Background: an optimization exercise with open tools, aiming at small area, a short achievable clock period and few clock cycles per item. Do not read the settings as production practice.
The RTL was checked by simulation tests, not by an equivalence proof against the original design.

==> flow/design.v, too long to show whole: its modules and the start of the top module <==
// module yrc_yuv_px: 620 lines
// module yrc_chroma: 738 lines
// module yrc_gray_px: 374 lines
// module yrc_pix2x2: 87 lines
module yrc_pix2x2 (
    input  wire        clk,
    input  wire        rst,         
    input  wire        in_valid,
    output wire        in_ready,
    input  wire [31:0] in_y,        
    input  wire [7:0]  in_v,
    input  wire [7:0]  in_u,
    output reg         out_valid,
    input  wire        out_ready,
    output reg  [95:0] out_rgb,     
    output reg  [31:0] out_gray     
);
  // ...
==> flow/flow/run.sh <==
#!/bin/bash
# Standard layout with three changes:
#  - between synthesis and floorplan, flow/invpush.py removes inverters around
#    full-adder cells in the synthesized netlist (a full adder is self-dual),
#    keeping every register as synthesized;
#  - the port buffers that global placement inserts are buf_2 cells;
#  - timing repair aims at 16.5 ns of setup slack (the clock stays 22 ns), so
#    that it sizes the critical paths for a shorter achieved period.
set -euo pipefail
R=orfs/results/${FLOW_PLATFORM}/yrc_pix2x2/base
bash standard.sh synth > synth.log 2>&1
cp $R/1_2_yosys.v $R/1_2_yosys_std.v
python3 flow/invpush.py $R/1_2_yosys_std.v $R/1_2_yosys.v > invpush.log 2>&1
# rebuild the synthesis database from the edited netlist, then lay it out
rm -f $R/1_synth.odb $R/1_synth.sdc
bash standard.sh finish "BUFFER_PORTS_ARGS=-buffer_cell sky130_fd_sc_hd__buf_2" SETUP_SLACK_MARGIN=16.5 > layout.log 2>&1
==> flow/flow/invpush.py <==
#!/usr/bin/env python3
"""Remove inverters around full adders in a mapped sky130 netlist.

A full adder is self-dual: FA(~a, ~b, ~c) = (~sum, ~cout). Yosys's full-adder
extraction often leaves inverters between full adders. This script chooses,
for every fa cell, whether it computes its function or its complement so
that as few inverters as possible are needed, then rebuilds the inverters:
one inverter per net whose complement is used. Registers and all other
cells are kept as they are. Usage: invpush.py IN.v OUT.v"""
import re, sys, random

OUTS = {"X", "Y", "Q", "Q_N", "SUM", "COUT", "HI", "LO"}
INV = "sky130_fd_sc_hd__inv_1"
FA = "sky130_fd_sc_hd__fa_1"

src = open(sys.argv[1]).read()
mod = re.search(r"module\s+(\w+)\s*\((.*?)\);(.*?)endmodule", src, re.S)
head_end = mod.start(3)
body = mod.group(3)
cell_re = re.compile(r"\n(\s*)(sky130_fd_sc_hd__\w+)\s+(\S+)\s*\((.*?)\);", re.S)
pin_re = re.compile(r"\.(\w+)\(([^()]*)\)")
cells = []
for m in cell_re.finditer(body):
    pins = [(p, n.strip()) for p, n in pin_re.findall(m.group(4))]
    cells.append([m.group(2), m.group(3), pins])
decl = cell_re.sub("", body)   # wire / input / output declarations

ports = set()
for m in re.finditer(r"^\s*(input|output)\s+(\[[^\]]*\]\s*)?(\w+)\s*;", decl, re.M):
    ports.add(m.group(3))
def is_port(net):
    return net.split("[")[0].strip() in ports or net.startswith("1'")

driver = {}
for i, (ty, nm, pins) in enumerate(cells):
    for p, n in pins:
        if p in OUTS: driver[n] = (i, p)

# inverters we may remove: input and output are internal nets
inv_of = {}   # output net -> input net
for i, (ty, nm, pins) in enumerate(cells):
    if ty.startswith("sky130_fd_sc_hd__inv_") or ty.startswith("sky130_fd_sc_hd__clkinv_"):
        d = dict(pins)
        if not is_port(d["Y"]):
            inv_of[d["Y"]] = d["A"]
def lit(net):
    """(source net, polarity) of a net, looking through removable inverters."""
    pol = 0
    while net in inv_of:
        net = inv_of[net]; pol ^= 1
    return net, pol

removed = set(i for i, (ty, nm, pins) in enumerate(cells)
              if (ty.startswith("sky130_fd_sc_hd__inv_") or ty.startswith("sky130_fd_sc_hd__clkinv_"))
              and dict(pins)["Y"] in inv_of)
fa_idx = [i for i, c in enumerate(cells) if c[0] == FA]
fa_pos = {i: k for k, i in enumerate(fa_idx)}
flip = {i: 0 for i in fa_idx}

# consumers: (cell index or None, pin, source, pol)
cons = []
for i, (ty, nm, pins) in enumerate(cells):
    if i in removed: continue
    for p, n in pins:
        if p in OUTS: continue
        s, pol = lit(n)
        cons.append((i, p, s, pol))
# output ports driven through removable inverters: keep them as loads
port_loads = []
for n in list(inv_of):
    pass
# a net whose source is an fa output is flipped with that fa
def src_flip(s):
    d = driver.get(s)
    if d and d[0] in flip: return flip[d[0]]
    return 0
by_src = {}
for k, (i, p, s, pol) in enumerate(cons):
    by_src.setdefault(s, []).append(k)
def need_inv(k):
    i, p, s, pol = cons[k]
    f = flip.get(i, 0) if cells[i][0] == FA else 0
    return pol ^ src_flip(s) ^ f
# nets that must stay un-inverted as seen by ports: a removable inverter's input
# net that is itself a port output is not an issue; output ports are never
# removable inverter outputs by construction. But a port net driven by a flipped
# fa would change the port's value: forbid flipping fas that drive ports.
fixed = set()
for i in fa_idx:
    for p, n in cells[i][2]:
        if p in OUTS and is_port(n): fixed.add(i)
def cost_src(s):
    return 1 if any(need_inv(k) for k in by_src.get(s, [])) else 0
def fa_nets(i):
    ins = [lit(n)[0] for p, n in cells[i][2] if p not in OUTS]
    outs = [n for p, n in cells[i][2] if p in OUTS]
    return set(ins + outs)
total0 = sum(cost_src(s) for s in by_src)
rng = random.Random(1)
free = [i for i in fa_idx if i not in fixed]
netsof = {i: fa_nets(i) for i in free}
cur = total0; best = cur; best_flip = dict(flip); rounds = 0
T = 0.6
for rounds in range(400):
    rng.shuffle(free)
    for i in free:
        nets = netsof[i]
        before = sum(cost_src(s) for s in nets)
        flip[i] ^= 1
        after = sum(cost_src(s) for s in nets)
        d = after - before
        if d <= 0 or rng.random() < pow(2.718, -d / T):
            cur += d
            if cur < best: best = cur; best_flip = dict(flip)
        else:
            flip[i] ^= 1
    T *= 0.985
flip.update(best_flip)
total1 = sum(cost_src(s) for s in by_src)
sys.stderr.write("inverters: %d removable, before %d, after %d, flipped %d fa, %d rounds\n"
                 % (len(removed), total0, total1, sum(flip.values()), rounds))

def esc(n):
    n = n.strip()
    return n + " " if n.startswith("\\") else n

# rebuild
new_inv = {}
extra_decl = []
def inv_net(s):
    if s not in new_inv:
        nn = "\\invp_%d " % len(new_inv)
        new_inv[s] = nn
        extra_decl.append("  wire %s;" % nn)
    return new_inv[s]
conn = {}
for k, (i, p, s, pol) in enumerate(cons):
    conn[(i, p)] = inv_net(s) if need_inv(k) else s
out = [src[:head_end], decl.rstrip("\n"), "\n".join(extra_decl)]
for i, (ty, nm, pins) in enumerate(cells):
    if i in removed: continue
    ps = ",\n".join("    .%s(%s)" % (p, esc(n if p in OUTS else conn[(i, p)])) for p, n in pins)
    out.append("  %s %s (\n%s\n  );" % (ty, nm, ps))
for s, nn in new_inv.items():
    out.append("  %s \\invp_cell_%s  (\n    .A(%s),\n    .Y(%s)\n  );" % (INV, nn.strip()[6:], esc(s), esc(nn)))
out.append("endmodule\n")
rest = src[mod.end():]
open(sys.argv[2], "w").write("\n".join(out) + rest)
==> flow/standard.sh <==
#!/bin/bash
# synth_recipe.tcl (not shown) runs the flow's synth.tcl, then flattens the netlist and writes it again
# the make line also repeats each setting of config.mk as NAME=value (left out here)
make -C /OpenROAD-flow-scripts/flow DESIGN_CONFIG=/design/flow/config.mk WORK_HOME=/design/flow/orfs CLKGATE_MAP_FILE= SYNTH_SCRIPT=/design/flow/synth_recipe.tcl "${@:-finish}"
==> flow/config.mk <==
export PLATFORM = sky130hd
export DESIGN_NAME = yrc_pix2x2
export DESIGN_NICKNAME = yrc_pix2x2
export VERILOG_FILES = /design/flow/design.v
export SDC_FILE = /design/flow/constraint.sdc
export NUM_CORES = 4
export LEC_CHECK = 0
export CAP_MARGIN = 20
export CORE_MARGIN = 2
export CORE_UTILIZATION = 40
export SLEW_MARGIN = 20
==> flow/constraint.sdc <==
create_clock -name core_clock -period 22.0 [get_ports {clk}]
set_input_delay 4.4000 -clock core_clock [delete_from_list [all_inputs] [get_ports {clk}]]
set_output_delay 4.4000 -clock core_clock [all_outputs]
set_load 0.01 [all_outputs]
==> flow_summary.yaml, run 1 <==
floorplan:
  die_w_um: 333
  die_h_um: 333
  start_util: 0.404
finish:
  drive_above_1_share: 0.239
  area_growth_pct: 18.1
  final_common_cell: "fa_1"
  fin_util: 0.477
  nonClkBufAreaFrac: 0.0559
  multi_input_area_um2: 29400
  mostFrequentLayoutCells: "fa_1, ha_1, inv_1"
setup_path:
  cp_slowest_cell: "fa_2"
  worst-path-stages: 19
  cp-endpoint: "out_gray[7]"
  reg2reg_from: "s2[8]"
  critPathArrivalTime_ps: 6230
  path_class: "register to register"
  critPathRequiredTime_ps: 22410
  r2r-end: "out_gray[7]"
global_routing:
  grt_use_met3: 0.0290
  grt_pass1_wl_mm: 172
  grt_busiest_layer: "met2"
  grt_overflow: 0
sta:
  setup_ws_ps: 16180
  min_period_ps: 5820
  rsz0062_at_grt: "yes"
  final.setup.tns_ps: 0
  setup_viol: 0
route:
  viasPerCell: 5.17
  highest_layer: "met5"
  drt_iter0_drc: 1857
  met1_length_mm: 48.6
place:
  io_buffers: 181
  dp_slack_ps: 15000
  dp_hpwl_mm: 86.5
  gp_congestion: 0.895
clock_network:
  clock_latency_ps: 660
  htree_levels: 2
  postCtsResizedCells: 196
logic_synthesis:
  netlist_instances: 3565
run_status:
  status: "finished clean"
min_path:
  whs_path_depth: 0
Testbench counts, summed over its fixed seeds: cycles 8,016, items 8,000.
==> run 2, diff against run 1 <==
==> flow/flow/run.sh (replaced) <==
#!/bin/bash
# Standard layout with three changes:
#  - between synthesis and floorplan, flow/invpush.py removes inverters around
#    full-adder cells in the synthesized netlist (a full adder is self-dual),
#    keeping every register as synthesized;
#  - the port buffers that global placement inserts are buf_2 cells;
#  - timing repair aims at 16 ns of setup slack (the clock stays 22 ns), so
#    that it sizes the critical paths for a shorter achieved period.
set -euo pipefail
R=orfs/results/${FLOW_PLATFORM}/yrc_pix2x2/base
bash standard.sh synth > synth.log 2>&1
cp $R/1_2_yosys.v $R/1_2_yosys_std.v
python3 flow/invpush.py $R/1_2_yosys_std.v $R/1_2_yosys.v > invpush.log 2>&1
# rebuild the synthesis database from the edited netlist, then lay it out
rm -f $R/1_synth.odb $R/1_synth.sdc
bash standard.sh finish "BUFFER_PORTS_ARGS=-buffer_cell sky130_fd_sc_hd__buf_2" SETUP_SLACK_MARGIN=16 > layout.log 2>&1
==> flow_summary.yaml, run 2 <==
clock_network:
  clock_latency_ps: 660
  clock_path_buffers: 3
  cts_tree: "done"
  clkTransAtPathRegs_ps: 60
  cts_hold_buf: 0
  cts_sinks: 455
  cts_buffers: 52
  cts_root_buffer: "clkbuf_16"
  htree_levels: 2
floorplan:
  ios: 182
  placementRows: 120
  start_util: 0.404
  die_h_um: 333
  die_w_um: 333
  die-area_um2: 111000
  coreArea_um2: 107000
sta:
  report.final.slew_viol_count: 0
  fin_worst_skew_ps: 42.6
  period_share: 0.272
  rsz0062_at_grt: "yes"
  min_period_ps: 5980
  slew_headroom: 0.291
  hold_viol: 0
  worst_pin_slew_ps: 1040
  hold_slack_ps: 413
  setup_viol: 0
  max_freq_mhz: 167
  final.setup.tns_ps: 0
finish:
  area_growth_pct: 14.3
  top_register: "s2"
  final_common_cell: "fa_1"
  drive_above_1_share: 0.184
  fill_cells: 9837
  multi_input_area_um2: 28700
  largest_reg_flops: 128
  num_antenna_cells: 0
  mostFrequentLayoutCells: "fa_1, inv_1, ha_1"
  final_cells: 5334
  fin_nets: 5049
  top_regs: "s2: 128 flops, s1: 97 flops, out_rgb: 96 flops"
  seq_area_um2: 13100
logic_synthesis:
  netlist_area_um2: 43300
  syn_area_per_cell_um2: 12.1
  syn_nets: 4727
  ys_warn_count: 1
  netlist_instances: 3565
setup_path:
  path_class: "register to register"
  reg2reg_from: "s2[104]"
  end_kind: "register"
  critPathRequiredTime_ps: 22390
  startpoint: "s2[104]"
  critPathArrivalTime_ps: 6370
  reg2reg_slack_ps: 16020
  critPathLaunchType: "register"
  cp_max_fo: 5
global_routing:
  grtUsageTotal: 0.195
  grt_pass1_wl_mm: 167
  grt_pass1_vias: 28700
  grt_overflow: 0
  grt_max_degree: 181
  antenna_found_initial: 0
place:
  dp_hpwl_mm: 84.6
  io_buffers: 181
  dp_cells: 5109
  gp_congestion: 0.913
route:
  viasPerCell: 5.18
  wl_per_cell_um: 20.0
  wl_mm: 107
  antenna_left: 0
  drc: 0
  dr_total_vias: 27600
  dr.pass1.iters: 9
  drt_iter0_drc: 1621
min_path:
  holdCritStartpoint: "f0[17]"
  hold_class: "register to register"
job:
  drv_cap: 0
run_status:
  status: "finished clean"
==> run 2: stage by stage <==
step	worst slack, ps	cell area, um^2	util
6_report	16020	49500	0.462
3_5_place_dp	14740	45900	0.428
3_3_place_gp	14820	45900	0.428
5_1_grt	15830	49500	0.462
2_1_floorplan	11740	43300	-
4_1_cts	15920	48100	0.449
==> run 2: final timing paths <==
check | cells after the start | to
max | 22 | out_gray[31]
min | 0 | s1[17]
max reg2reg | 22 | out_gray[31]
min reg2reg | 0 | s1[17]
==> run 2: per-layer routing <==
layer  part of all wire  up-vias  GRT usage
met5                  0        -          0
met4              0.022        0     0.0443
met3              0.047      131     0.0301
met2               0.47      666      0.317
met1               0.46    14000      0.274
li1                   -    12800          -
==> run 2: final cells by class <==
cell class | instances | share of cell area
clock inverter | 38 | 0.00845
inverter | 511 | 0.0421
tap | 1403 | 0.0355
clock buffer | 60 | 0.0275
multi-input combinational | 2548 | 0.581
sequential | 455 | 0.265
timing repair buffer | 319 | 0.0405
==> run 2: critical path, cell delays in order (launching register included) <==
cell and delay, ps:
edfxtp_1 400, or2_4 290, nor2_2 80, or2_4 150, clkinvlp_4 100, fa_2 460
fa_2 370, fa_2 540, fa_2 450, fa_2 600, nor2_2 40, or3_4 360
o22ai_2 180, maj3_2 200, maj3_2 190, a41oi_2 50, nor2b_1 170, nor2_2 60
o21ai_2 200, a41oi_2 170, fa_2 380, xor2_1 150, xnor2_1 120
==> run 2: timing repair <==
action | in CTS | in global routing
pin swaps | 14 | 69
resized for setup | 80 | 142
setup buffers | 24 | 102
endpoints found under the setup margin | 125 | 155
gates cloned | 0 | 1
==> run 3, diff against run 2 <==
--- a/flow/config.mk
+++ b/flow/config.mk
@@ -7,5 +7,5 @@
 export LEC_CHECK = 0
 export CAP_MARGIN = 20
 export CORE_MARGIN = 2
-export CORE_UTILIZATION = 40
+export CORE_UTILIZATION = 65
 export SLEW_MARGIN = 20
==> flow_summary.yaml, run 3 <==
run_status:
  status: "finished clean"
clock_network:
  cts_root_buffer: "clkbuf_16"
  htree_levels: 2
  clock_latency_ps: 620
  cts_sinks: 455
  clock_path_buffers: 3
  clkTransAtPathRegs_ps: 70
  cts_tree: "done"
  cts_hold_buf: 0
  cts_buffers: 50
finish:
  final_cells: 4771
  top_regs: "s2: 128 flops, s1: 97 flops, out_rgb: 96 flops"
  fin_nets: 5030
  mostFrequentLayoutCells: "fa_1, inv_1, ha_1"
  top_register: "s2"
  area_growth_pct: 12.3
  drive_above_1_share: 0.178
  final_common_cell: "fa_1"
  largest_reg_flops: 128
  num_antenna_cells: 0
min_path:
  hold_class: "register to register"
sta:
  setup_viol: 0
  period_share: 0.271
  rsz0062_at_grt: "yes"
  min_period_ps: 5960
  report.final.slew_viol_count: 0
  hold_viol: 0
  max_freq_mhz: 168
  worst_pin_slew_ps: 1050
  slew_headroom: 0.303
  final.setup.tns_ps: 0
  fin_worst_skew_ps: 37.8
route:
  viasPerCell: 5.96
  dr.pass1.iters: 5
  wl_mm: 107
  wl_per_cell_um: 22.5
  drc: 0
  drt_iter0_drc: 2103
  antenna_left: 0
  dr_total_vias: 28400
global_routing:
  grt_max_degree: 177
  grtUsageTotal: 0.319
  grt_pass1_wl_mm: 167
  grt_overflow: 0
  grt_pass1_vias: 30300
  antenna_found_initial: 1
floorplan:
  start_util: 0.657
  die-area_um2: 68700
  placementRows: 94
  ios: 182
  die_h_um: 262
  die_w_um: 262
  coreArea_um2: 65900
logic_synthesis:
  ys_warn_count: 1
  netlist_instances: 3565
  syn_nets: 4727
  syn_area_per_cell_um2: 12.1
  netlist_area_um2: 43300
setup_path:
  critPathRequiredTime_ps: 22360
  reg2reg_slack_ps: 16040
  critPathArrivalTime_ps: 6320
  critPathLaunchType: "register"
  end_kind: "register"
  path_class: "register to register"
  cp_max_fo: 6
place:
  io_buffers: 181
  dp_cells: 4567
  dp_hpwl_mm: 85.3
  gp_congestion: 0.958
job:
  drv_cap: 0
-- run 3: through the flow --
step                setup WS (ps)  utilization  cell area [um^2]  hold slack, ps
finish                      16040        0.738             48600             414
global route                15830        0.738             48600             418
CTS                         16000        0.721             47500             417
detailed placement          14630        0.686             45200             405
global placement            14770        0.686             45200             402
floorplan                   11740            -             43300             400
-- run 3: area by class of cell --
type	count	area [um^2]
Clock inverter	34	420
Clock buffer	57	1290
Sequential cell	455	13100
Tap cell	864	1080
Timing Repair inverter	2	10.0
Multi-Input combinational cell	2548	28800
Fill cell	4449	17200
Timing Repair Buffer	300	1850
Inverter	511	2060
-- run 3: worst paths after layout --
kind / from / end / cells past startpoint
min reg2reg: f0[15] / s1[15] / 0
max reg2reg: s2[105] / out_gray[31] / 23
min: f0[15] / s1[15] / 0
max: s2[105] / out_gray[31] / 23
-- run 3: critical path: stages (launching register included) --
cell	delay [ps]
edfxtp_1	430
or2_4	290
nor2_2	120
or2_4	140
clkinvlp_4	100
buf_6	130
ha_4	210
fa_2	390
fa_1	560
fa_1	450
fa_1	600
nor2_2	60
or3_4	400
o22ai_4	150
maj3_2	210
maj3_2	200
a41oi_4	40
nor2b_1	170
nor2_2	60
o21ai_2	180
a41oi_2	150
fa_2	390
xor2_2	160
xnor2_1	120
-- run 3: per-layer routing --
layer / GRT usage / share of wire / up-vias
li1: - / - / 12800
met1: 0.426 / 0.41 / 14400
met2: 0.538 / 0.50 / 950
met3: 0.0484 / 0.058 / 248
met4: 0.113 / 0.038 / 2
met5: 0 / 0.00011 / -
-- run 3: what timing repair did --
action | CTS | global route
endpoints found under the setup margin | 364 | 89
resized for setup | 97 | 129
buffers inserted | 30 | 80
hold endpoints to repair | 0 | 0
pin swaps | 20 | 63
cloned | 2 | 0
==> run 4, diff against run 3 <==
--- a/flow/config.mk
+++ b/flow/config.mk
@@ -7,5 +7,5 @@
 export LEC_CHECK = 0
 export CAP_MARGIN = 20
 export CORE_MARGIN = 2
-export CORE_UTILIZATION = 65
+export CORE_UTILIZATION = 55
 export SLEW_MARGIN = 20
==> flow_summary.yaml, run 4 <==
sta:
  fin_worst_skew_ps: 27.1
  final.setup.tns_ps: 0
  rsz0062_at_grt: "yes"
  min_period_ps: 5860
  period_share: 0.267
  hold_viol: 0
  worst_pin_slew_ps: 946
  setup_viol: 0
  slew_headroom: 0.369
  max_freq_mhz: 171
  report.final.slew_viol_count: 0
clock_network:
  cts_sinks: 455
  clock_latency_ps: 630
  cts_root_buffer: "clkbuf_16"
  clock_path_buffers: 3
  cts_tree: "done"
  cts_buffers: 53
  clkTransAtPathRegs_ps: 70
  htree_levels: 2
setup_path:
  reg2reg_slack_ps: 16140
  critPathArrivalTime_ps: 6230
  path_common_cell: "fa_2"
  end_kind: "register"
  cpPeakStageDelay_ps: 550
  critPathLaunchType: "register"
  crit_chain: "or2_4, nor2_1, or2_2, clkinvlp_4, fa_2, fa_2, fa_2, fa_1, fa_1, nor2_1, or3_4, o22ai_2, maj3_2, maj3_2, a41oi_4, nor2b_2, nor2_2, o21ai_2, a41oi_2, fa_2, xor2_1, xnor2_1"
  path_class: "register to register"
  cp_slowest_cell: "fa_2"
  cp_max_fo: 4
  critPathRequiredTime_ps: 22370
floorplan:
  die-area_um2: 81000
  die_w_um: 285
  start_util: 0.557
  die_h_um: 285
  ios: 182
  coreArea_um2: 77700
  placementRows: 102
route:
  drt_iter0_drc: 1806
  dr.pass1.iters: 6
  antenna_left: 0
  wl_mm: 111
  drc: 0
  wl_per_cell_um: 22.3
  viasPerCell: 5.71
  dr_total_vias: 28400
finish:
  drive_above_1_share: 0.183
  largest_reg_flops: 128
  fin_util: 0.631
  final_area_um2: 49000
  mostFrequentLayoutCells: "fa_1, inv_1, ha_1"
  final_cells: 4967
  num_antenna_cells: 0
  final_common_cell: "fa_1"
  area_growth_pct: 13.2
  top_register: "s2"
  fin_nets: 5047
  top_regs: "s2: 128 flops, s1: 97 flops, out_rgb: 96 flops"
logic_synthesis:
  ys_warn_count: 1
  netlist_area_um2: 43300
  syn_area_per_cell_um2: 12.1
  netlist_instances: 3565
  syn_nets: 4727
global_routing:
  antenna_found_initial: 0
  grt_pass1_wl_mm: 173
  grt_overflow: 0
  grt_pass1_vias: 30100
  grtUsageTotal: 0.278
  grt_max_degree: 78
place:
  dp_cells: 4746
  dpl-instance-area_um2: 45400
  io_buffers: 181
  gp_congestion: 0.934
  dp_hpwl_mm: 89.6
job:
  drv_cap: 0
run_status:
  status: "finished clean"
min_path:
  hold_class: "register to register"
[run 4: path summary, 6_finish.rpt]
| kind | start | to | cells after the start |
|---|---|---|---|
| min reg2reg | f0[4] | s1[4] | 0 |
| min | f0[4] | s1[4] | 0 |
| max reg2reg | s2[105] | out_gray[31] | 22 |
| max | s2[105] | out_gray[31] | 22 |
[run 4: repair_timing]
| action | in CTS | in global routing |
|---|---|---|
| hold buffers | 0 | 0 |
| pin swaps | 41 | 68 |
| gates cloned | 1 | 0 |
| setup buffers | 38 | 85 |
| endpoints found under the setup margin | 199 | 98 |
| resized for setup | 114 | 106 |
[run 4: area by class of cell]
type	count	area, um^2
repair inverters	1	5.00
clock inverters	36	368
repair buffers	315	1930
clock buffers	61	1400
well taps	1040	1300
fillers	6086	28700
multi-input cells	2548	28800
inverters	511	2080
flip-flops and latches	455	13100
[run 4: stage by stage]
step           hold WS (ps)  setup WS (ps)
6_report                417          16140
3_5_place_dp            405          14770
4_1_cts                 419          15950
2_1_floorplan           400          11740
5_1_grt                 423          15900
3_3_place_gp            402          14890
[run 4: layer usage]
layer / global-route usage / share of wire / up-vias
met3: 0.0331 / 0.047 / 198
li1: - / - / 12800
met4: 0.0922 / 0.034 / 0
met5: 0 / 0 / -
met2: 0.467 / 0.49 / 783
met1: 0.378 / 0.43 / 14600
[run 4: critical path, delay by kind of cell, from the launching register on]
family | cells | cell delay (ps)
flops | 1 | 400
compound gates | 4 | 500
buf+inv | 1 | 120
fa+ha+maj | 8 | 3120
simple gates | 7 | 1170
xor+xnor | 2 | 280
==> module yrc_pix2x2, before the edit <==
module yrc_pix2x2 (
    input  wire        clk,
    input  wire        rst,         
    input  wire        in_valid,
    output wire        in_ready,
    input  wire [31:0] in_y,        
    input  wire [7:0]  in_v,
    input  wire [7:0]  in_u,
    output reg         out_valid,
    input  wire        out_ready,
    output reg  [95:0] out_rgb,     
    output reg  [31:0] out_gray     
);
    wire adv = !out_valid || out_ready;
    reg  [1:0]  cnt;                
    reg         full;               
    reg  [47:0] f0, f1;             
    reg         s1_valid, s2_valid;
    reg  [97:0] s1;                 
    reg  [127:0] s2;                
    assign in_ready = !full;
    wire push = in_valid && !full;
    wire pop  = adv && (cnt != 2'd0);
    wire [31:0] yl_in;
    genvar k;
    generate
        for (k = 0; k < 4; k = k + 1) begin : yin
            assign yl_in[8*k +: 8] = (in_y[8*k+4 +: 4] == 4'd0) ? 8'd0
                                   : {in_y[8*k+4 +: 4] - 4'd1, in_y[8*k +: 4]};
        end
    endgenerate
    wire [47:0] blk_in = {in_u, in_v, yl_in};
    always @(posedge clk) begin
        if (rst) begin
            cnt       <= 2'd0;
            full      <= 1'b0;
            s1_valid  <= 1'b0;
            s2_valid  <= 1'b0;
            out_valid <= 1'b0;
        end else begin
            cnt  <= cnt + {1'b0, push} - {1'b0, pop};
            full <= (cnt + {1'b0, push} - {1'b0, pop}) == 2'd2;
            if (adv) begin
                s1_valid  <= cnt != 2'd0;
                s2_valid  <= s1_valid;
                out_valid <= s2_valid;
            end
        end
    end
    always @(posedge clk) begin
        if (cnt == 2'd0 || pop) f0 <= full ? f1 : blk_in;
        if (!full)              f1 <= blk_in;
    end
    wire [7:0]  h_v = f0[39:32];
    wire [7:0]  h_u = f0[47:40];
    wire [17:0] cr;
    wire [28:0] cg;
    wire [18:0] cb;
    yrc_chroma u_chroma (.v(h_v), .u(h_u), .nv(~h_v), .nu(~h_u), .cr(cr), .cg(cg), .cb(cb));
    wire [17:0] s1_cr = s1[49:32];
    wire [28:0] s1_cg = s1[78:50];
    wire [18:0] s1_cb = s1[97:79];
    wire [127:0] sums;
    wire [95:0]  rgb;
    wire [31:0]  gray;
    generate
        for (k = 0; k < 4; k = k + 1) begin : px
            yrc_yuv_px u_yuv (
                .yl(s1[8*k +: 8]), .cr(s1_cr), .cg(s1_cg), .cb(s1_cb),
                .rs(sums[32*k +: 11]), .gs(sums[32*k+11 +: 10]), .bs(sums[32*k+21 +: 11])
            );
            yrc_gray_px u_gray (
                .rs(s2[32*k +: 11]), .gs(s2[32*k+11 +: 10]), .bs(s2[32*k+21 +: 11]),
                .r(rgb[24*k +: 8]), .g(rgb[24*k+8 +: 8]), .b(rgb[24*k+16 +: 8]),
                .gray(gray[8*k +: 8])
            );
        end
    endgenerate
    always @(posedge clk) begin
        if (adv) begin
            s1       <= {cb, cg, cr, f0[31:0]};
            s2       <= sums;
            out_rgb  <= rgb;
            out_gray <= gray;
        end
    end
endmodule
==> run 5, diff against run 4 <==
--- a/flow/design.v
+++ b/flow/design.v
@@ -1749,7 +1749,7 @@
     reg  [47:0] f0, f1;             
     reg         s1_valid, s2_valid;
     reg  [97:0] s1;                 
-    reg  [127:0] s2;                
+    reg  [95:0] s2;                 
     assign in_ready = !full;
     wire push = in_valid && !full;
     wire pop  = adv && (cnt != 2'd0);
@@ -1793,6 +1793,7 @@
     wire [28:0] s1_cg = s1[78:50];
     wire [18:0] s1_cb = s1[97:79];
     wire [127:0] sums;
+    wire [95:0]  rgb_sat;
     wire [95:0]  rgb;
     wire [31:0]  gray;
     generate
@@ -1801,8 +1802,14 @@
                 .yl(s1[8*k +: 8]), .cr(s1_cr), .cg(s1_cg), .cb(s1_cb),
                 .rs(sums[32*k +: 11]), .gs(sums[32*k+11 +: 10]), .bs(sums[32*k+21 +: 11])
             );
+            wire [10:0] rs = sums[32*k +: 11];
+            wire [9:0]  gs = sums[32*k+11 +: 10];
+            wire [10:0] bs = sums[32*k+21 +: 11];
+            assign rgb_sat[24*k +: 8]    = rs[10] ? 8'd0 : (rs[9:8] != 2'd0) ? 8'd255 : rs[7:0];
+            assign rgb_sat[24*k+8 +: 8]  = gs[9]  ? 8'd0 : gs[8]             ? 8'd255 : gs[7:0];
+            assign rgb_sat[24*k+16 +: 8] = bs[10] ? 8'd0 : (bs[9:8] != 2'd0) ? 8'd255 : bs[7:0];
             yrc_gray_px u_gray (
-                .rs(s2[32*k +: 11]), .gs(s2[32*k+11 +: 10]), .bs(s2[32*k+21 +: 11]),
+                .rs({3'd0, s2[24*k +: 8]}), .gs({2'd0, s2[24*k+8 +: 8]}), .bs({3'd0, s2[24*k+16 +: 8]}),
                 .r(rgb[24*k +: 8]), .g(rgb[24*k+8 +: 8]), .b(rgb[24*k+16 +: 8]),
                 .gray(gray[8*k +: 8])
             );
@@ -1811,7 +1818,7 @@
     always @(posedge clk) begin
         if (adv) begin
             s1       <= {cb, cg, cr, f0[31:0]};
-            s2       <= sums;
+            s2       <= rgb_sat;
             out_rgb  <= rgb;
             out_gray <= gray;
         end
==> flow_summary.yaml, run 5 <==
sta:
  fin_worst_skew_ps: 31.2
  rsz0062_at_grt: "yes"
  final.setup.tns_ps: 0
  report.final.slew_viol_count: 0
  max_freq_mhz: 168
  worst_pin_slew_ps: 817
  hold_viol: 0
  period_share: 0.271
  setup_viol: 0
  min_period_ps: 5950
  slew_headroom: 0.455
place:
  dpl-instance-area_um2: 43700
  io_buffers: 181
  gp_congestion: 0.932
  dp_hpwl_mm: 87.0
global_routing:
  grt_overflow: 0
  antenna_found_initial: 0
  grt_pass1_vias: 29500
  grtUsageTotal: 0.288
  grt_max_degree: 89
  grt_pass1_wl_mm: 170
min_path:
  hold_class: "register to register"
setup_path:
  cp-endpoint: "s2[82]"
  critPathLaunchType: "register"
  end_kind: "register"
  reg2reg_depth: 22
  crit_chain: "clkinvlp_4, ha_4, and4b_1, a21oi_1, o21ai_1, a31o_2, a21o_1, a2111o_1, a311oi_2, o21bai_1, fa_2, ha_4, a21oi_2, and2b_2, a211o_4, o311a_4, o21a_1, nor2_2, fa_2, xnor2_4, o21ai_1, mux2i_1"
  reg2reg_slack_ps: 16050
  reg2reg_from: "s1[29]"
  r2r-end: "s2[82]"
  critical_path_buf_inv_count: 1
  worst-path-stages: 22
  crit_family: "compound AO/OA/AOI/OAI gates"
  critPathRequiredTime_ps: 22330
  cp_max_fo: 8
  cpPeakStageDelay_ps: 580
  cp_slowest_cell: "fa_2"
  critPathArrivalTime_ps: 6280
  startpoint: "s1[29]"
  path_class: "register to register"
job:
  drv_cap: 0
floorplan:
  coreArea_um2: 74800
  placementRows: 100
  die-area_um2: 78100
  start_util: 0.558
  die_w_um: 279
  ios: 182
  die_h_um: 279
finish:
  fill_cells: 5851
  multi_input_area_um2: 28700
  drive_above_1_share: 0.175
  fin_nets: 4948
  area_growth_pct: 14.6
  top_regs: "s1: 97 flops, out_rgb: 96 flops, s2: 96 flops"
  final_area_um2: 47800
  largest_reg_flops: 97
  seq_area_um2: 12200
  final_common_cell: "fa_1"
  num_antenna_cells: 0
  mostFrequentLayoutCells: "fa_1, ha_1, inv_1"
  fin_util: 0.639
  top_register: "s1"
clock_network:
  cts_tree: "done"
  htree_levels: 2
  clock_path_buffers: 3
  clock_latency_ps: 630
  cts_root_buffer: "clkbuf_16"
  cts_buffers: 50
  cts_sinks: 423
  cts_hold_buf: 0
  clkTransAtPathRegs_ps: 60
run_status:
  status: "finished clean"
route:
  dr_total_vias: 27900
  antenna_left: 0
  drt_iter0_drc: 1915
  wl_per_cell_um: 23.3
  dr.pass1.iters: 9
  wl_mm: 112
  drc: 0
  viasPerCell: 5.82
logic_synthesis:
  syn_area_per_cell_um2: 12.2
  netlist_instances: 3430
  netlist_area_um2: 41700
  ys_warn_count: 1
  syn_nets: 4592
run 5: cell count changes in the layout (fill, tap and decap cells not counted), sizes merged, moves of 36 or more:
cell and change:
clkinvlp -38, nor2 -89, o21ai +36, a21oi +75
or2 -78, inv -39, buf +42
run 5: worst min path at each step:
stage / startpoint / endpoint / slack, ps / cells after the start
4_1_cts: f0[18] / s1[18] / 420 / 0
2_1_floorplan: f0[0] / s1[0] / 400 / 0
5_1_grt: f0[7] / s1[7] / 420 / 0
3_3_place_gp: f0[0] / s1[0] / 400 / 0
6_report: f0[26] / s1[26] / 420 / 0
3_5_place_dp: f0[26] / s1[26] / 400 / 0
run 5: worst reg2reg max path: cells and delay by family, from the launching register on:
| family | cells | cell delay (ps) |
|---|---|---|
| buf+inv | 1 | 260 |
| mux | 1 | 110 |
| xor+xnor | 1 | 150 |
| compound gates | 12 | 2670 |
| flops | 1 | 420 |
| fa+ha+maj | 4 | 1500 |
| simple gates | 3 | 580 |
run 5: through the flow:
step / instances / setup WS, ps / hold WS, ps
3_3_place_gp: 4530 / 14530 / 401
4_1_cts: 4657 / 16000 / 418
5_1_grt: 4797 / 15830 / 420
2_1_floorplan: 3430 / 12220 / 400
6_report: 4797 / 16050 / 415
3_5_place_dp: 4530 / 14430 / 405
run 5: area by class of cell:
| type | count | share of cell area |
|---|---|---|
| tap | 969 | 0.0254 |
| clock inverter | 29 | 0.00558 |
| multi-input combinational | 2517 | 0.600 |
| clock buffer | 65 | 0.0298 |
| inverter | 434 | 0.0350 |
| timing repair buffer | 360 | 0.0494 |
| sequential | 423 | 0.255 |
run 5: repair_timing:
| action | 4_1_cts | 5_1_grt |
|---|---|---|
| endpoints found under the setup margin | 219 | 184 |
| gates resized for setup | 75 | 170 |
| cloned | 1 | 3 |
| buffers inserted | 32 | 137 |
| pin swaps | 8 | 72 |
run 5: per-layer routing:
metal	share of wire	wire length, um	track usage	vias to the layer above
li1	-	-	-	12600
met3	0.053	5920	0.0367	214
met1	0.43	47900	0.396	14300
met2	0.48	53900	0.476	776
met5	0	0	0	-
met4	0.038	4290	0.0979	0
Testbench counts of run 5, summed over its fixed seeds: cycles 8,016, items 8,000.
==> run 6, diff against run 5 <==
==> flow/flow/run.sh (replaced) <==
#!/bin/bash
# Standard layout with three changes:
#  - between synthesis and floorplan, flow/invpush.py removes inverters around
#    full-adder cells in the synthesized netlist (a full adder is self-dual),
#    keeping every register as synthesized;
#  - the port buffers that global placement inserts are buf_2 cells;
#  - timing repair aims at 16.5 ns of setup slack (the clock stays 22 ns), so
#    that it sizes the critical paths for a shorter achieved period.
set -euo pipefail
R=orfs/results/${FLOW_PLATFORM}/yrc_pix2x2/base
bash standard.sh synth > synth.log 2>&1
cp $R/1_2_yosys.v $R/1_2_yosys_std.v
python3 flow/invpush.py $R/1_2_yosys_std.v $R/1_2_yosys.v > invpush.log 2>&1
# rebuild the synthesis database from the edited netlist, then lay it out
rm -f $R/1_synth.odb $R/1_synth.sdc
bash standard.sh finish "BUFFER_PORTS_ARGS=-buffer_cell sky130_fd_sc_hd__buf_2" SETUP_SLACK_MARGIN=16.5 > layout.log 2>&1
==> flow_summary.yaml, run 6 <==
setup_path:
  r2r-end: "s2[89]"
  end_kind: "register"
  path_class: "register to register"
  reg2reg_slack_ps: 16330
  critPathRequiredTime_ps: 22330
  reg2reg_from: "s1[26]"
  critPathLaunchType: "register"
  critPathArrivalTime_ps: 6010
  cp_max_fo: 8
  reg2reg_depth: 25
finish:
  fill_cells: 5515
  seq_area_um2: 12200
  top_regs: "s1: 97 flops, out_rgb: 96 flops, s2: 96 flops"
  final_common_cell: "fa_1"
  multi_input_area_um2: 30200
  largest_reg_flops: 97
  fin_nets: 5088
  num_antenna_cells: 0
  final_cells: 4935
  drive_above_1_share: 0.262
  top_register: "s1"
  mostFrequentLayoutCells: "fa_1, ha_1, inv_1"
  fin_util: 0.677
  area_growth_pct: 21.5
route:
  drt_iter0_drc: 1891
  viasPerCell: 5.87
  dr_total_vias: 29000
  wl_mm: 117
  drc: 0
  dr.pass1.iters: 5
  wl_per_cell_um: 23.8
  antenna_left: 0
floorplan:
  die-area_um2: 78100
  start_util: 0.558
  die_h_um: 279
  ios: 182
  coreArea_um2: 74800
  die_w_um: 279
  placementRows: 100
clock_network:
  cts_buffers: 51
  cts_hold_buf: 0
  cts_tree: "done"
  htree_levels: 2
  cts_sinks: 423
  clock_path_buffers: 3
  cts_root_buffer: "clkbuf_16"
  clkTransAtPathRegs_ps: 70
  clock_latency_ps: 610
place:
  dp_hpwl_mm: 86.7
  io_buffers: 181
  dp_cells: 4530
  dp_slack_ps: 13970
  gp_congestion: 0.967
sta:
  report.final.slew_viol_count: 0
  rsz0062_at_grt: "yes"
  max_freq_mhz: 176
  setup_viol: 0
  min_period_ps: 5670
  setup_ws_ps: 16330
  hold_viol: 0
  fin_worst_skew_ps: 17.6
  final.setup.tns_ps: 0
  slew_headroom: 0.458
  worst_pin_slew_ps: 813
  period_share: 0.258
min_path:
  hold_end: "s1[25]"
  whs_path_depth: 0
  hold_class: "register to register"
  holdCritStartpoint: "f0[25]"
global_routing:
  grtUsageTotal: 0.304
  grt_pass1_vias: 30900
  grt_overflow: 0
  grt_max_degree: 79
  antenna_found_initial: 0
  grt_pass1_wl_mm: 179
logic_synthesis:
  netlist_area_um2: 41700
  syn_nets: 4592
  ys_warn_count: 1
  syn_area_per_cell_um2: 12.2
  netlist_instances: 3430
job:
  drv_cap: 0
run_status:
  status: "finished clean"
[run 6: changes by cell type in the layout (fill, tap and decap cells not counted), moves of 18 or more]
cell / change
ha_4: +39
inv_1: -24
o21ai_0: -22
buf_6: +20
fa_1: -33
a21oi_1: -51
buf_4: +111
o21ai_1: +18
a21oi_2: +43
fa_2: +33
ha_1: -44
[run 6: final cells by class]
type                    count  area share
multi-input cells        2517       0.596
flip-flops and latches    423       0.240
repair buffers            498      0.0714
inverters                 434      0.0336
clock buffers              64      0.0270
well taps                 969      0.0239
clock inverters            29     0.00756
repair inverters            1   0.0000988
[run 6: worst max path at each step]
stage / slack, ps / start / endpoint
finish: 16330 / s1[26] / s2[89]
global route: 16120 / s1[27] / s2[80]
detailed placement: 13970 / out_ready / out_rgb[82]
CTS: 16280 / s1[26] / s2[88]
floorplan: 12220 / out_ready / out_gray[0]
global placement: 14130 / out_ready / out_rgb[80]
[run 6: worst max-delay path: stages, from the launching register on]
cell      delay [ps]
edfxtp_1         470
inv_4            100
ha_4             140
ha_4             200
and4b_1          220
a21oi_1          120
o21ai_1           90
a31o_2           230
a21o_1           180
a2111o_1         430
nor2b_4          160
fa_2             570
o22a_1           180
o221ai_2         110
a211oi_2         270
o21ai_1          140
a21oi_1          200
o21ai_2          100
o21ai_2          190
o311a_1          230
a31oi_2          110
buf_4            140
a211o_1          260
ha_1             280
and2_4           210
a21oi_2           70
[run 6: timing repair]
| item | in CTS | in global routing |
|---|---|---|
| buffers inserted | 171 | 134 |
| gates cloned | 7 | 0 |
| resized for setup | 275 | 261 |
| endpoints found under the setup margin | 552 | 279 |
| pin swaps | 148 | 189 |
[run 6: routing by layer]
metal | track usage | part of all wire | vias up
met1 | 0.414 | 0.42 | 14800
met5 | 0 | 0 | -
met4 | 0.112 | 0.044 | 0
met3 | 0.0367 | 0.056 | 259
met2 | 0.507 | 0.48 | 981
li1 | - | - | 12900
[run 6: stage by stage]
stage	hold WS, ps	instance area (um^2)
after floorplan	400	42000
after global placement	405	43900
after detailed placement	406	43900
after CTS	418	48500
after global routing	425	50700
final	410	50700

## separate check: timing with driven ports
No port has a modelled driver above. Below, the same layouts with a new extraction and two added sets of constraints.
Step 1 (the two cells are an assumption about what drives the block):
set clk [get_ports {clk}]
set_driving_cell -lib_cell sky130_fd_sc_hd__clkbuf_16 $clk
set_driving_cell -lib_cell sky130_fd_sc_hd__buf_2 [delete_from_list [all_inputs] $clk]
Step 2 also shifts input and output timing later by t, the mid clock arrival at the registers, as if the neighbouring blocks saw the same clock.
Three values: ideal, step 1, step 2; two values: the first two.
| run | t, ns | slack for setup (ns) | worst hold slack (ns) | worst setup path after step 2 |
|---|---|---|---|---|
| run 1 | 0.714 | 16.175 / 16.175 / 15.854 | 0.408 / 0.408 / 0.408 | input to register |
| run 2 | 0.708 | 16.025 / 16.025 / 15.571 | 0.413 / 0.413 / 0.413 | input to register |
| run 3 | 0.664 | 16.040 / 16.031 / 15.448 | 0.414 / 0.414 / 0.414 | input to register |
| run 4 | 0.688 | 16.135 / 16.119 / 15.642 | 0.417 / 0.417 / 0.417 | input to register |
| run 5 | 0.679 | 16.048 / 16.038 / 15.570 | 0.415 / 0.415 / 0.415 | input to register |
| run 6 | 0.669 | 16.327 / 16.326 / 15.935 | 0.410 / 0.410 / 0.410 | input to register |
After both steps every run listed still meets setup and hold. The setup slack of run 3, which loses most, moves by -0.009 ns with the drivers and by -0.592 ns with both steps.
